From an optimization exercise on the open Yosys and OpenROAD flow, aimed at small area; shortcuts taken in it are not production practice. In this exercise RTL edits were held to simulation tests only and were not proved equivalent to the original. No activity file was given, so power comes from the tool's default toggle rates.

--- run.sh ---
#!/bin/bash
# synth_recipe.tcl (not shown) runs the flow's synth.tcl, then flattens the netlist and writes it again
# the make line also repeats each setting of config.mk as NAME=value (left out here)
make -C /OpenROAD-flow-scripts/flow DESIGN_CONFIG=/design/flow/config.mk WORK_HOME=/design/flow/orfs CLKGATE_MAP_FILE= SYNTH_SCRIPT=/design/flow/synth_recipe.tcl finish
--- config.mk ---
export PLATFORM = sky130hd
export DESIGN_NAME = pfse_frdec
export DESIGN_NICKNAME = pfse_frdec
export VERILOG_FILES = /design/flow/design.v
export SDC_FILE = /design/flow/constraint.sdc
export NUM_CORES = 4
export LEC_CHECK = 0
export CAP_MARGIN = 20
export CORE_MARGIN = 2
export CORE_UTILIZATION = 40
export SLEW_MARGIN = 20
--- constraint.sdc ---
create_clock -name core_clock -period 20.0 [get_ports {clk}]
set_input_delay 4.0000 -clock core_clock [delete_from_list [all_inputs] [get_ports {clk}]]
set_output_delay 4.0000 -clock core_clock [all_outputs]
set_load 0.01 [all_outputs]
--- design.v ---
module pfse_frdec (
    input  wire        clk,
    input  wire        rst,
    input  wire        in_valid,
    input  wire [7:0]  in_data,
    input  wire        in_last,
    output wire        out_valid,
    output wire [1:0]  out_demux,       
    output wire [11:0] out_status,      
    output wire [6:0]  out_rel_id,
    output wire        out_agg,
    output wire [31:0] out_entry_id,
    output wire [31:0] out_attr2,
    output wire [31:0] out_attr3,
    output wire [31:0] out_udp_ports,   
    output wire [31:0] out_udp_lencs,   
    output wire [15:0] out_pay_off,
    output wire [15:0] out_pay_len,
    output wire [47:0] out_dmac,
    output wire [47:0] out_smac,
    output wire [31:0] out_src_ip,
    output wire [31:0] out_dst_ip,
    output wire [3:0]  out_ihl,
    output wire [7:0]  out_proto,
    output wire [15:0] out_totlen
);
    localparam [7:0] PROTO_REL = 8'd250;
    localparam [7:0] PROTO_UDP = 8'd17;
    reg        fresh;      
    reg        fin;        
    reg [16:0] pos;        
    wire [16:0] p = fresh ? 17'd0 : pos;    
    reg [47:0] dmac, smac;
    reg [15:0] ethtype;
    reg [7:0]  verihl;
    reg [15:0] tot;
    reg [15:0] frag;
    reg [7:0]  proto;
    reg [31:0] src_ip, dst_ip;
    reg [7:0]  rh;
    reg [95:0] er;         
    reg [63:0] hdr1;       
    reg [63:0] hdr2;       
    reg [31:0] ip_acc;     
    reg [31:0] sum1;       
    reg [31:0] sum2;       
    wire [3:0]  ihl  = verihl[3:0];
    wire [16:0] hl   = {11'd0, ihl, 2'b00};
    wire [16:0] off  = 17'd14 + hl;
    wire [16:0] endp = 17'd14 + {1'b0, tot};
    wire [16:0] s1   = (proto == PROTO_REL) ? off + 17'd1 : off;
    wire [16:0] s2   = off + 17'd13;
    wire in_iphdr = (p == 17'd14) || (p > 17'd14 && p < off);
    wire in_seg1  = (p >= s1) && (p < endp);
    wire in_seg2  = (p >= s2) && (p < endp);
    wire [16:0] d1 = p - s1;
    wire [16:0] d2 = p - s2;
    wire [15:0] hw_hi = {in_data, 8'h00};
    wire [15:0] hw_lo = {8'h00, in_data};
    always @(posedge clk) begin
        if (rst) begin
            fresh <= 1'b1;
            fin   <= 1'b0;
            pos   <= 17'd0;
        end else begin
            fin <= in_valid & in_last;
            if (in_valid) begin
                pos   <= p + 17'd1;
                fresh <= in_last;
            end
        end
    end
    always @(posedge clk) begin
        if (in_valid) begin
            if (p < 17'd6)
                dmac <= {dmac[39:0], in_data};
            if (p >= 17'd6 && p < 17'd12)
                smac <= {smac[39:0], in_data};
            if (p == 17'd12) ethtype[15:8] <= in_data;
            if (p == 17'd13) ethtype[7:0]  <= in_data;
            if (p == 17'd14) verihl       <= in_data;
            if (p == 17'd16) tot[15:8]    <= in_data;
            if (p == 17'd17) tot[7:0]     <= in_data;
            if (p == 17'd20) frag[15:8]   <= in_data;
            if (p == 17'd21) frag[7:0]    <= in_data;
            if (p == 17'd23) proto        <= in_data;
            if (p >= 17'd26 && p < 17'd30)
                src_ip <= {src_ip[23:0], in_data};
            if (p >= 17'd30 && p < 17'd34)
                dst_ip <= {dst_ip[23:0], in_data};
            if (p >= 17'd34) begin
                if (p == off)
                    rh <= in_data;
                if (p > off && p < off + 17'd13)
                    er <= {er[87:0], in_data};
                if (p >= s1 && p < s1 + 17'd8)
                    hdr1 <= {hdr1[55:0], in_data};
                if (p >= s2 && p < s2 + 17'd8)
                    hdr2 <= {hdr2[55:0], in_data};
            end
            if (fresh)
                ip_acc <= 32'd0;
            else if (in_iphdr)
                ip_acc <= ip_acc + {16'd0, p[0] ? hw_lo : hw_hi};
            if (fresh)
                sum1 <= 32'd0;
            else if (p >= 17'd34 && in_seg1)
                sum1 <= sum1 + {16'd0, d1[0] ? hw_lo : hw_hi};
            if (fresh)
                sum2 <= 32'd0;
            else if (p >= 17'd34 && in_seg2)
                sum2 <= sum2 + {16'd0, d2[0] ? hw_lo : hw_hi};
        end
    end
    function [15:0] fold;
        input [31:0] t;
        reg   [16:0] a;
        reg   [16:0] b;
        begin
            a    = {1'b0, t[15:0]} + {1'b0, t[31:16]};
            b    = {1'b0, a[15:0]} + {16'd0, a[16]};
            fold = b[15:0];
        end
    endfunction
    wire [16:0] n = pos;
    wire is_ipv4  = (n >= 17'd24) && (ethtype == 16'h0800);
    wire cls_rel  = is_ipv4 && (proto == PROTO_REL);
    wire cls_udp  = is_ipv4 && (proto == PROTO_UDP);
    wire [1:0] demux = cls_rel ? 2'd1 : cls_udp ? 2'd2 : 2'd3;
    wire [16:0] L      = {1'b0, tot} - hl;           
    wire ip_bad = (verihl[7:4] != 4'd4) || (ihl < 4'd5) ||
                  ({1'b0, tot} < hl) || (n < endp) ||
                  frag[13] || (frag[12:0] != 13'd0);
    wire [16:0] rem    = L - 17'd1;
    wire [15:0] lenA   = hdr1[31:16];
    wire [15:0] lenB   = hdr2[31:16];
    wire valid_a = (L >= 17'd1) && (rem >= 17'd8)  && ({1'b0, lenA} == rem);
    wire valid_b = (L >= 17'd1) && (rem >= 17'd20) && ({1'b0, lenB} == rem - 17'd12);
    wire rel_bad = (L < 17'd1) || (!valid_a && !valid_b);
    wire udp_bad = (L < 17'd8);
    wire malformed = ip_bad || (cls_rel && rel_bad) || (cls_udp && udp_bad);
    wire good      = (cls_rel || cls_udp) && !malformed;
    wire entry = cls_rel && valid_b;
    wire ambig = cls_rel && valid_b && valid_a;
    wire [63:0] uh    = entry ? hdr2 : hdr1;
    wire [16:0] u     = entry ? s2 : s1;
    wire [16:0] ulen  = endp - u;
    wire [31:0] usum  = entry ? sum2 : sum1;
    wire        lenok = ({1'b0, uh[31:16]} == ulen);
    wire        ipok  = (fold(ip_acc) == 16'hFFFF);
    wire [31:0] ph    = {16'd0, src_ip[31:16]} + {16'd0, src_ip[15:0]} +
                        {16'd0, dst_ip[31:16]} + {16'd0, dst_ip[15:0]} +
                        32'd17 + {15'd0, ulen};
    wire        udpok = !lenok ? 1'b0 :
                        (uh[15:0] == 16'd0) ? 1'b1 :
                        (fold(ph + usum) == 16'hFFFF);
    wire [11:0] status = !good ? (cls_rel || cls_udp ? 12'h083 : 12'h0B0) :
                         {lenok, udpok, ipok, ambig, 1'b1, entry,
                          (cls_rel ? 2'd1 : 2'd2), 4'd0};
    reg        r_valid;
    reg [1:0]  r_demux;
    reg [11:0] r_status;
    reg [6:0]  r_rel_id;
    reg        r_agg;
    reg [31:0] r_entry_id, r_attr2, r_attr3;
    reg [31:0] r_udp_ports, r_udp_lencs;
    reg [15:0] r_pay_off, r_pay_len;
    reg [47:0] r_dmac, r_smac;
    reg [31:0] r_src_ip, r_dst_ip;
    reg [3:0]  r_ihl;
    reg [7:0]  r_proto;
    reg [15:0] r_totlen;
    always @(posedge clk) begin
        if (rst)
            r_valid <= 1'b0;
        else
            r_valid <= fin;
        if (fin) begin
            r_demux     <= demux;
            r_status    <= status;
            r_rel_id    <= (good && cls_rel) ? rh[7:1] : 7'd0;
            r_agg       <= (good && cls_rel) ? rh[0]   : 1'b0;
            r_entry_id  <= (good && entry) ? er[95:64] : 32'd0;
            r_attr2     <= (good && entry) ? er[63:32] : 32'd0;
            r_attr3     <= (good && entry) ? er[31:0]  : 32'd0;
            r_udp_ports <= good ? uh[63:32] : 32'd0;
            r_udp_lencs <= good ? uh[31:0]  : 32'd0;
            r_pay_off   <= good ? u[15:0] + 16'd8 : 16'd0;
            r_pay_len   <= good ? ulen[15:0] - 16'd8 : 16'd0;
            r_dmac      <= good ? dmac   : 48'd0;
            r_smac      <= good ? smac   : 48'd0;
            r_src_ip    <= good ? src_ip : 32'd0;
            r_dst_ip    <= good ? dst_ip : 32'd0;
            r_ihl       <= good ? ihl    : 4'd0;
            r_proto     <= good ? proto  : 8'd0;
            r_totlen    <= good ? tot    : 16'd0;
        end
    end
    assign out_valid     = r_valid;
    assign out_demux     = r_demux;
    assign out_status    = r_status;
    assign out_rel_id    = r_rel_id;
    assign out_agg       = r_agg;
    assign out_entry_id  = r_entry_id;
    assign out_attr2     = r_attr2;
    assign out_attr3     = r_attr3;
    assign out_udp_ports = r_udp_ports;
    assign out_udp_lencs = r_udp_lencs;
    assign out_pay_off   = r_pay_off;
    assign out_pay_len   = r_pay_len;
    assign out_dmac      = r_dmac;
    assign out_smac      = r_smac;
    assign out_src_ip    = r_src_ip;
    assign out_dst_ip    = r_dst_ip;
    assign out_ihl       = r_ihl;
    assign out_proto     = r_proto;
    assign out_totlen    = r_totlen;
endmodule
==> impl_metrics.ini <==
[outcome]
outcome = finished clean

[timing]
fmax_mhz = 63.8
timing.final.ws_setup_ns = 4.31
relSlewSlack_pct = 25.9
hold_viol = 0
holdWs_ns = 0.423
min_period_ns = 15.69
finalMaxSlewViolations = 0
period_share_pct = 78.4
skew_ns = 0.0346
worst_slew_pin_slew_ns = 1.08
rsz0062_at_grt = false
setup_viol = 0
fin_tns_setup_ns = 0

[pwr]
power_mw = 4.53
power_leakage_nw = 19.9
p_per_area_nw_per_um2 = 80.5
peakVddDrop_mv = 0.0644

[cells_and_area]
synthToLayoutAreaGrowth_pct = 19.5
nets = 4430
drive_above_1_share_pct = 6.45
final_area_um2 = 56200
stdcell_count = 5746
utilization_pct = 48.3

[clocking]
cts_setup_buffers = 0
clockBufferDepth = 3
cts_tree = yes
clk_pin_slew_ns = 0.06
cts-htree-levels = 3
ctsResizeCount = 0
clock_sinks = 961
cts_buffers = 102
postCtsHoldBufs = 0
cts_root_buffer = clkbuf_16
clock_latency_ns = 0.70

[flow_run]
cap_violations = 0

[floorplanning]
die_area_um2 = 120000
die_h_um = 347
dieWidth_um = 347
ioPinCount = 415
core.rowCount = 125
initial_utilization_pct = 40.4
coreArea_um2 = 116000

[detailed_routing]
routed-via-count = 30000
drtAntennaViolNets = 0
drc = 0
drtIter0Drc = 2677
post_drt_wl_per_cell_um = 22.0
first_pass_iters = 5
drt-vias-per-instance = 5.21
wl_um = 126000

[place]
placedCellCount = 5554
gp_congestion = 0.898
port_buffers = 404
place_area_um2 = 53000
place_ws_ns = 4.40
hpwl_um = 90800

[worst_hold_path]
hold_path.startpoint = er[9]
whs_path_depth = 0
min_path_type = reg2reg

[critical_path]
r2r-start = verihl[0]
r2r_cells = 63
cp-end-kind = flip-flop
crit_arrival_ns = 16.20
setup.worst_path.class = reg2reg
crit_end = r_status[10]
crit_fanout = 11
reg2reg_to = r_status[10]
worstPathRequired_ns = 20.51
crit_start = verihl[0]
cp_slowest_cell = mux2i_1
max_stage_delay_ns = 0.86
reg2reg_slack_ns = 4.31
worstSetupStartpointType = flip-flop
crit_top_cell = a21oi_1

[yosys]
ys_seq_elements = 961
syn-cell-area_um2 = 47000
yosysMostFrequentCell = edfxtp_1
synth_area_per_cell_um2 = 12.8
synth.top_cell.area_share_pct = 60.1
ys_seq_area_share_pct = 60.9
yosys-top-cells-count = 941 x edfxtp_1, 300 x and2_1, 269 x nand2_1
synth_warnings = 1
ys_types = 108
ys.flop_type = edfxtp_1
postSynth.asyncResetShare_pct = 0
yosysTopAreaCell = edfxtp_1
synthCells = 3687
synth_area_leaders = edfxtp_1 60%, ha_1 5.7%, and2_1 4.0%
synth_edf_count = 941

[grt]
grt_use_total_pct = 20.7
antenna_found_initial = 8
grt_start_max_net_pins = 103
grt_pass1_wl_um = 187000
gr-total-overflow = 0
grt_pass1_vias = 28700
layout make-up:
| type | count | area [µm²] |
|---|---|---|
| antenna | 6 | 15.0 |
| clock buffer | 134 | 2670 |
| clock inverter | 51 | 489 |
| fill | 10400 | 60200 |
| inverter | 254 | 956 |
| multi-input combinational | 2365 | 17100 |
| sequential | 961 | 28700 |
| tap | 1524 | 1910 |
| timing repair buffer | 451 | 4410 |
registers in the layout (all words and copies together), names as in the netlist, 48 cells and up:
| register | cells |
|---|---|
| er | 96 |
| dmac | 48 |
| r_dmac | 48 |
| smac | 48 |
| hdr1 | 64 |
| hdr2 | 64 |
| r_smac | 48 |
per-layer routing:
| metal | vias up | track usage [%] | share of wire [%] |
|---|---|---|---|
| li1 | 14100 | - | - |
| met5 | - | 0 | 0 |
| met2 | 944 | 32.2 | 45 |
| met3 | 158 | 3.47 | 6.1 |
| met1 | 14700 | 30.2 | 47 |
| met4 | 0 | 5.01 | 2.0 |
report_power, final:
| group | total [mW] | switching, mW | internal, mW | leakage [nW] |
|---|---|---|---|---|
| sequential | 2.28 | 0.0307 | 2.25 | 8.20 |
| combinational | 0.447 | 0.251 | 0.196 | 10.2 |
| clock | 1.80 | 0.787 | 1.01 | 1.52 |
| total | 4.53 | 1.07 | 3.46 | 19.9 |
worst min-delay path by stage:
stage / to / slack (ns)
final: er[17] / 0.42
after global routing: er[17] / 0.43
after CTS: er[17] / 0.42
after detailed placement: dmac[40] / 0.42
after global placement: smac[13] / 0.42
after floorplan: dmac[10] / 0.42
cell usage in the layout, fill, tap and decap left out, drive strengths merged, types with 20 or more instances in the layout:
cell type and count:
nor3 79, o21a 28, a21o 26, a21oi 193, xnor2 190, clkbuf 134, ha 215, mux2i 30
nand4 34, nor2 266, nand2 270, xor2 62, clkdlybuf4s50 404, buf 47, dfxtp 20, nor2b 58
nor4 48, fa 68, o21ai 98, clkinv 44, inv 255, a211oi 28, and3 44, nand3 68
and2 300, edfxtp 941, o21bai 22
worst max-delay path, delay by kind of cell, from the launching register on:
kind                     cells  cell delay [ns]
flip-flops                   1             0.55
multiplexers                 1             0.86
AND/OR/NAND/NOR             20             4.11
XOR/XNOR                     5             1.71
buffers and inverters        4             0.40
adder cells (fa/ha/maj)     12             3.99
AO/OA/AOI/OAI               21             3.87
logic make-up after synthesis:
family | count (synthesis) | share of synthesized area, %
multiplexers | 38 | 0.830
AO/OA/AOI/OAI | 514 | 7.18
XOR/XNOR | 264 | 5.44
buffers and inverters | 372 | 3.08
flip-flops | 961 | 60.9
AND/OR/NAND/NOR | 1253 | 13.9
other | 2 | 0.0160
adder cells (fa/ha/maj) | 283 | 8.61

-- re-timing with driven ports --
The flow's constraints put no driver on any port. The routed layout listed below was extracted and timed again, unchanged, in two steps. Step 1 (the two cells are an assumption about what drives the block):
set clk [get_ports {clk}]
set_driving_cell -lib_cell sky130_fd_sc_hd__clkbuf_16 $clk
set_driving_cell -lib_cell sky130_fd_sc_hd__buf_2 [delete_from_list [all_inputs] $clk]
Step 2 also shifts input and output timing later by t, the mid clock arrival at the registers, as if the neighbouring blocks saw the same clock. Slacks: ideal / step 1 / step 2; pairs: ideal / step 1.
t (ns): 0.758
slack for setup (ns): 4.315 / 4.315 / 4.315
hold WS [ns]: 0.423 / 0.423 / 0.423
worst setup path at the end: register to register
After both steps setup and hold are still met in this run. For this run, drivers alone change the setup slack by 0.000 ns; drivers and shift together by 0.000 ns.
